Background: an optimization exercise with open tools, aiming at small area, a short achievable clock period and few clock cycles per item. Do not read the settings as production practice.
The RTL was checked by simulation tests, not by an equivalence proof against the original design.
No activity file was given, so power comes from the tool's default toggle rates.

== run A ==
==> flow/design.v (excerpt) <==
module bfc_bitbuf (
    input  wire        clk,
    input  wire        rst,           
    input  wire        cmd_valid,
    output wire        cmd_ready,
    input  wire [31:0] cmd_hdr,
    input  wire [63:0] cmd_a0,
    output wire        rsp_valid,
    input  wire        rsp_ready,
    output wire [7:0]  rsp_status,
    output wire [63:0] rsp_r0
);
    localparam [7:0] ST_OK       = 8'h00;
    localparam [7:0] ST_ABSENT   = 8'h11;
    localparam [7:0] ST_WIDTH    = 8'h12;
    localparam [7:0] ST_GRAN     = 8'h14;
    localparam [7:0] ST_BELOW    = 8'h15;
    localparam [7:0] ST_INUSE    = 8'h17;
    localparam [7:0] ST_CAPACITY = 8'h20;
    localparam [7:0] ST_ALLOC    = 8'h30;
    localparam [7:0] ST_ILLEGAL  = 8'h61;
    reg  [1:0]   valid;
    reg  [8:0]   bc0, bc1;
    reg  [8:0]   cur0, cur1;
    reg  [255:0] mem0, mem1;         
    reg          o_valid, k_valid;   
    reg  [7:0]   o_st, k_st;
    reg  [63:0]  o_r0, k_r0;
    reg          rdy;                
    wire stall = o_valid && k_valid;
    wire adv   = !stall;
    wire take  = cmd_valid && rdy;
    wire pop   = o_valid && rsp_ready;
    assign cmd_ready  = rdy;
    assign rsp_valid  = o_valid;
    assign rsp_status = o_st;
    assign rsp_r0     = o_r0;
    wire [7:0] opc    = cmd_hdr[7:0];
    wire [6:0] width  = cmd_hdr[22:16];
    wire [6:0] wm1    = width - 7'd1;
    wire bufhdr = (cmd_hdr[31:12] == 20'd0) && (opc[7:3] == 5'd0);
    wire codhdr = (cmd_hdr[31:23] == 9'd0) && (cmd_hdr[15:14] == 2'd0) && (opc[7:2] == 6'b000100);
    reg  [63:0] any_t, two_t;
    integer gi, gl;
    always @* begin
        any_t = cmd_a0;
        two_t = 64'd0;
        for (gl = 1; gl < 64; gl = gl * 2)
            for (gi = 0; gi < 64; gi = gi + 2 * gl) begin
                two_t[gi] = two_t[gi] | two_t[gi + gl] | (any_t[gi] & any_t[gi + gl]);
                any_t[gi] = any_t[gi] | any_t[gi + gl];
            end
    end
    wire any_r = any_t[0];
    wire two_r = two_t[0];
    reg          r_valid;
    reg          r_create, r_destroy, r_bitlen, r_pos, r_isalign, r_align, r_skip;
    reg          r_peek, r_read, r_write;
  ...
Size in the first run: roughly 8300 cells after synthesis, roughly 1100 flip-flops, about 66000 um^2 of cells after synthesis.
export LEC_CHECK = 0
export ABC_AREA = 1
export CAP_MARGIN = 20
export CORE_MARGIN = 2
export CORE_UTILIZATION = 40
export SLEW_MARGIN = 20
create_clock -name core_clock -period 12.0 [get_ports {clk}]
standard.sh (not shown) runs the stock make flow with config.mk's settings and CLKGATE_MAP_FILE= SYNTH_SCRIPT=/design/flow/synth_recipe.tcl, a recipe that flattens the netlist after the stock synthesis.
==> flow/flow/run.sh <==
#!/bin/bash
# Standard layout (the standard.sh: standard synthesis, floorplan, place, CTS, route),
# with these changes in how the layout is made:
#  - timing repair aims below the clock period: repair_timing's setup margin is raised so
#    that it keeps shortening the critical paths after the 12 ns constraint is met;
#  - clock tree: larger sink clusters and no dummy loads (fewer clock buffers);
#  - port buffers are plain buffers (buf_2) instead of the delay cells buffer_ports picks;
#  - the resizer may swap a cell for one of another footprint (MATCH_CELL_FOOTPRINT=0).
set -euo pipefail
export SETUP_SLACK_MARGIN=$(cat flow/margin.txt)
export CTS_ARGS="-sink_clustering_enable -repair_clock_nets -dont_use_dummy_load -sink_clustering_size 24 -sink_clustering_max_diameter 80"
export BUFFER_PORTS_ARGS="-buffer_cell sky130_fd_sc_hd__buf_2"
bash standard.sh MATCH_CELL_FOOTPRINT=0 finish > flow_standard.log 2>&1
==> flow/flow/margin.txt <==
8.0
Testbench counts of run A, summed over its fixed seeds: cycles 3,232, commands 3,200.
Changes in run B relative to run A:
diff --git a/flow/flow/run.sh b/flow/flow/run.sh
--- a/flow/flow/run.sh
+++ b/flow/flow/run.sh
@@ -7,2 +7 @@
-#  - port buffers are plain buffers (buf_2) instead of the delay cells buffer_ports picks;
-#  - the resizer may swap a cell for one of another footprint (MATCH_CELL_FOOTPRINT=0).
+#  - port buffers are plain buffers (buf_2) instead of the delay cells buffer_ports picks.
@@ -13 +12 @@
-bash standard.sh MATCH_CELL_FOOTPRINT=0 finish > flow_standard.log 2>&1
+bash standard.sh > flow_standard.log 2>&1
Findings:
Run B finished end to end and its layout was clean on timing, DRC and antenna.
Looking at source of the critical timing path, the bc1[0]$_SDFFE_PP0P_ result is from run A; the p_slot_r$_DFFE_PP_ one comes from run B.
Compared with run A, in run B wire length shows an increase of about 0.43%, depth of the worst hold-timing path shows no meaningful change, fraction of power consumed by the clock network shows a reduction of 0.4 points.
Re worst setup timing slack at the placement stage: run B is 0.68 ns up on run A.
On least setup slack across all paths after layout, run B does worse than run A.
Looking at multi-input logic portion of the cell area, run B sits 0.16 points above run A.
For run A, the worst-path cell with the longest stage delay was sky130_fd_sc_hd__fa_2, unlike run B, where it was sky130_fd_sc_hd__edfxtp_1.
[inputs] run C vs run B
diff --git a/flow/flow/run.sh b/flow/flow/run.sh
--- a/flow/flow/run.sh
+++ b/flow/flow/run.sh
@@ -3 +3 @@
-# with these changes in how the layout is made:
+# with two changes in how the layout is made:
@@ -6,2 +6 @@
-#  - clock tree: larger sink clusters and no dummy loads (fewer clock buffers);
-#  - port buffers are plain buffers (buf_2) instead of the delay cells buffer_ports picks.
+#  - clock tree: larger sink clusters and no dummy loads (fewer clock buffers).
@@ -11 +9,0 @@
-export BUFFER_PORTS_ARGS="-buffer_cell sky130_fd_sc_hd__buf_2"
[summary]
- There was hardly any difference in cell count after placement between run C and run B.
- Compared to run B, run C has buffer share of cell area 1.3 points higher.
- Relative to run B, post-layout minimum cycle time has gone down in run C.
- Taking run B as the reference, in run C actual slew at the worst max-slew pin went down, count of cell instances traversed by the critical path down 2, area of the multi-input gates +100 um^2, arrival time at the worst endpoint down 0.16 ns.
- Final total power ended up 89 uW higher on run C than on run B.
- Run C vs run B, largest fanout of any net on the critical path went down by 30.

## job 5708
Another version of the RTL of bfc_bitbuf (not shown whole).
For scale: ~8400 cells after synthesis, roughly 1100 flip-flops.
==> flow/config.mk <==
export PLATFORM = sky130hd
export DESIGN_NAME = bfc_bitbuf
export DESIGN_NICKNAME = bfc_bitbuf
export VERILOG_FILES = /design/flow/design.v
export SDC_FILE = /design/flow/constraint.sdc
export NUM_CORES = 4
export LEC_CHECK = 0
export ABC_AREA = 1
export CAP_MARGIN = 20
export CORE_MARGIN = 2
export CORE_UTILIZATION = 40
export SLEW_MARGIN = 20
==> flow/constraint.sdc <==
create_clock -name core_clock -period 12.0 [get_ports {clk}]
set_input_delay 2.4000 -clock core_clock [delete_from_list [all_inputs] [get_ports {clk}]]
set_output_delay 2.4000 -clock core_clock [all_outputs]
set_load 0.01 [all_outputs]
==> flow/flow/run.sh <==
#!/bin/bash
# Standard layout (the standard.sh: standard synthesis, floorplan, place, CTS, route),
# with these changes in how the layout is made:
#  - timing repair aims below the clock period: repair_timing's setup margin is raised so
#    that it keeps shortening the critical paths after the 12 ns constraint is met;
#  - clock tree: larger sink clusters and no dummy loads (fewer clock buffers);
#  - port buffers are plain buffers (buf_2) instead of the delay cells buffer_ports picks;
#  - the resizer may swap a cell for one of another footprint (MATCH_CELL_FOOTPRINT=0).
set -euo pipefail
export SETUP_SLACK_MARGIN=$(cat flow/margin.txt)
export CTS_ARGS="-sink_clustering_enable -repair_clock_nets -dont_use_dummy_load -sink_clustering_size 28 -sink_clustering_max_diameter 90"
export BUFFER_PORTS_ARGS="-buffer_cell sky130_fd_sc_hd__buf_2"
bash standard.sh MATCH_CELL_FOOTPRINT=0 finish > flow_standard.log 2>&1
Scripts as last shown in full above: flow/flow/margin.txt
Testbench counts of job 5708, summed over its fixed seeds: cycles 3,232, commands 3,200.
[inputs] job 9662 vs job 5708
--- a/flow/flow/run.sh
+++ b/flow/flow/run.sh
@@ -6,4 +6,3 @@
 #  - clock tree: larger sink clusters and no dummy loads (fewer clock buffers);
-#  - port buffers are plain buffers (buf_2) instead of the delay cells buffer_ports picks;
-#  - the resizer may swap a cell for one of another footprint (MATCH_CELL_FOOTPRINT=0).
+#  - port buffers are plain buffers (buf_2) instead of the delay cells buffer_ports picks.
 set -euo pipefail
@@ -12,2 +11,2 @@
 export BUFFER_PORTS_ARGS="-buffer_cell sky130_fd_sc_hd__buf_2"
-bash standard.sh MATCH_CELL_FOOTPRINT=0 finish > flow_standard.log 2>&1
+bash standard.sh > flow_standard.log 2>&1
Compared to job 5708, job 9662 has final routed wirelength across all metal layers 3.5 mm lower. Looking at category of the most critical setup path, the flop to flop result is from job 9662; the input port to flop one comes from job 5708. Relative to job 5708, setup slack has increased by 0.0086 ns in job 9662. Job 9662 has routing usage on met1 above what job 5708 had. Non-filler instance count after layout delta (job 5708 -> job 9662): insignificant. Job 9662 vs job 5708 on total of clock buffers placed in the layout: job 9662 is the higher one. Max non-clock buffer count in the final layout across job 5708 and job 9662: job 5708. Between job 9662 and job 5708, it is job 9662 whose power share of the clock group is higher, by 0.4 points. As far as achievable clock frequency is concerned, job 9662 and job 5708 perform about the same. Shortest period the worst path allows on job 9662 is ahead of job 5708.
> inputs changed (job 9662 -> job 6826)
--- a/flow/flow/run.sh
+++ b/flow/flow/run.sh
@@ -9,3 +9,3 @@
 export SETUP_SLACK_MARGIN=$(cat flow/margin.txt)
-export CTS_ARGS="-sink_clustering_enable -repair_clock_nets -dont_use_dummy_load -sink_clustering_size 28 -sink_clustering_max_diameter 90"
+export CTS_ARGS="-sink_clustering_enable -repair_clock_nets -dont_use_dummy_load -sink_clustering_size 24 -sink_clustering_max_diameter 80"
 export BUFFER_PORTS_ARGS="-buffer_cell sky130_fd_sc_hd__buf_2"
[summary]
Mean cell area of the mapped netlist: job 6826 vs job 9662 — no meaningful difference. The quantity of gates resized following cts of job 6826 is lower than that of job 9662. Looking at job 9662 and job 6826, the multi-input logic portion of the cell area is a wash. Result: PASS for each of job 9662 and job 6826. met2 routed wirelength went down slightly going from job 9662 to job 6826. Comparing job 9662 and job 6826, the higher critical path buffer and inverter count is on job 6826.

## what the ideal ports hide
No port has a modelled driver above. Below, the same layouts with a new extraction and two added sets of constraints. Step 1 (the two cells are an assumption about what drives the block):
set clk [get_ports {clk}]
set_driving_cell -lib_cell sky130_fd_sc_hd__clkbuf_16 $clk
set_driving_cell -lib_cell sky130_fd_sc_hd__buf_2 [delete_from_list [all_inputs] $clk]
Step 2 also shifts input and output timing later by t, the mid clock arrival at the registers, as if the neighbouring blocks saw the same clock. Slacks: ideal ports / drivers / drivers and shift; pairs: ideal ports / drivers.
run	t (ns)	setup WS [ns]	hold WS [ns]	latest minus earliest clock arrival (ns)	slew at the worst register clock pin (ns)
run A	0.753	7.956 / 7.956 / 7.473	0.430 / 0.430 / 0.430	0.106 / 0.106	0.10 / 0.10
run B	0.762	7.911 / 7.911 / 7.482	0.378 / 0.378 / 0.378	0.100 / 0.101	0.10 / 0.10
run C	0.762	7.987 / 7.976 / 7.314	0.414 / 0.414 / 0.414	0.088 / 0.089	0.10 / 0.10
job 5708	0.764	7.976 / 8.021 / 7.273	0.392 / 0.392 / 0.392	0.092 / 0.092	0.11 / 0.11
job 9662	0.773	7.985 / 7.985 / 7.481	0.429 / 0.429 / 0.429	0.094 / 0.094	0.11 / 0.11
job 6826	0.791	7.990 / 7.990 / 7.382	0.422 / 0.422 / 0.422	0.101 / 0.102	0.10 / 0.10
After both steps setup and hold are still met in every run listed. For job 5708, which loses most, drivers alone change the setup slack by +0.045 ns; drivers and shift together by -0.703 ns.
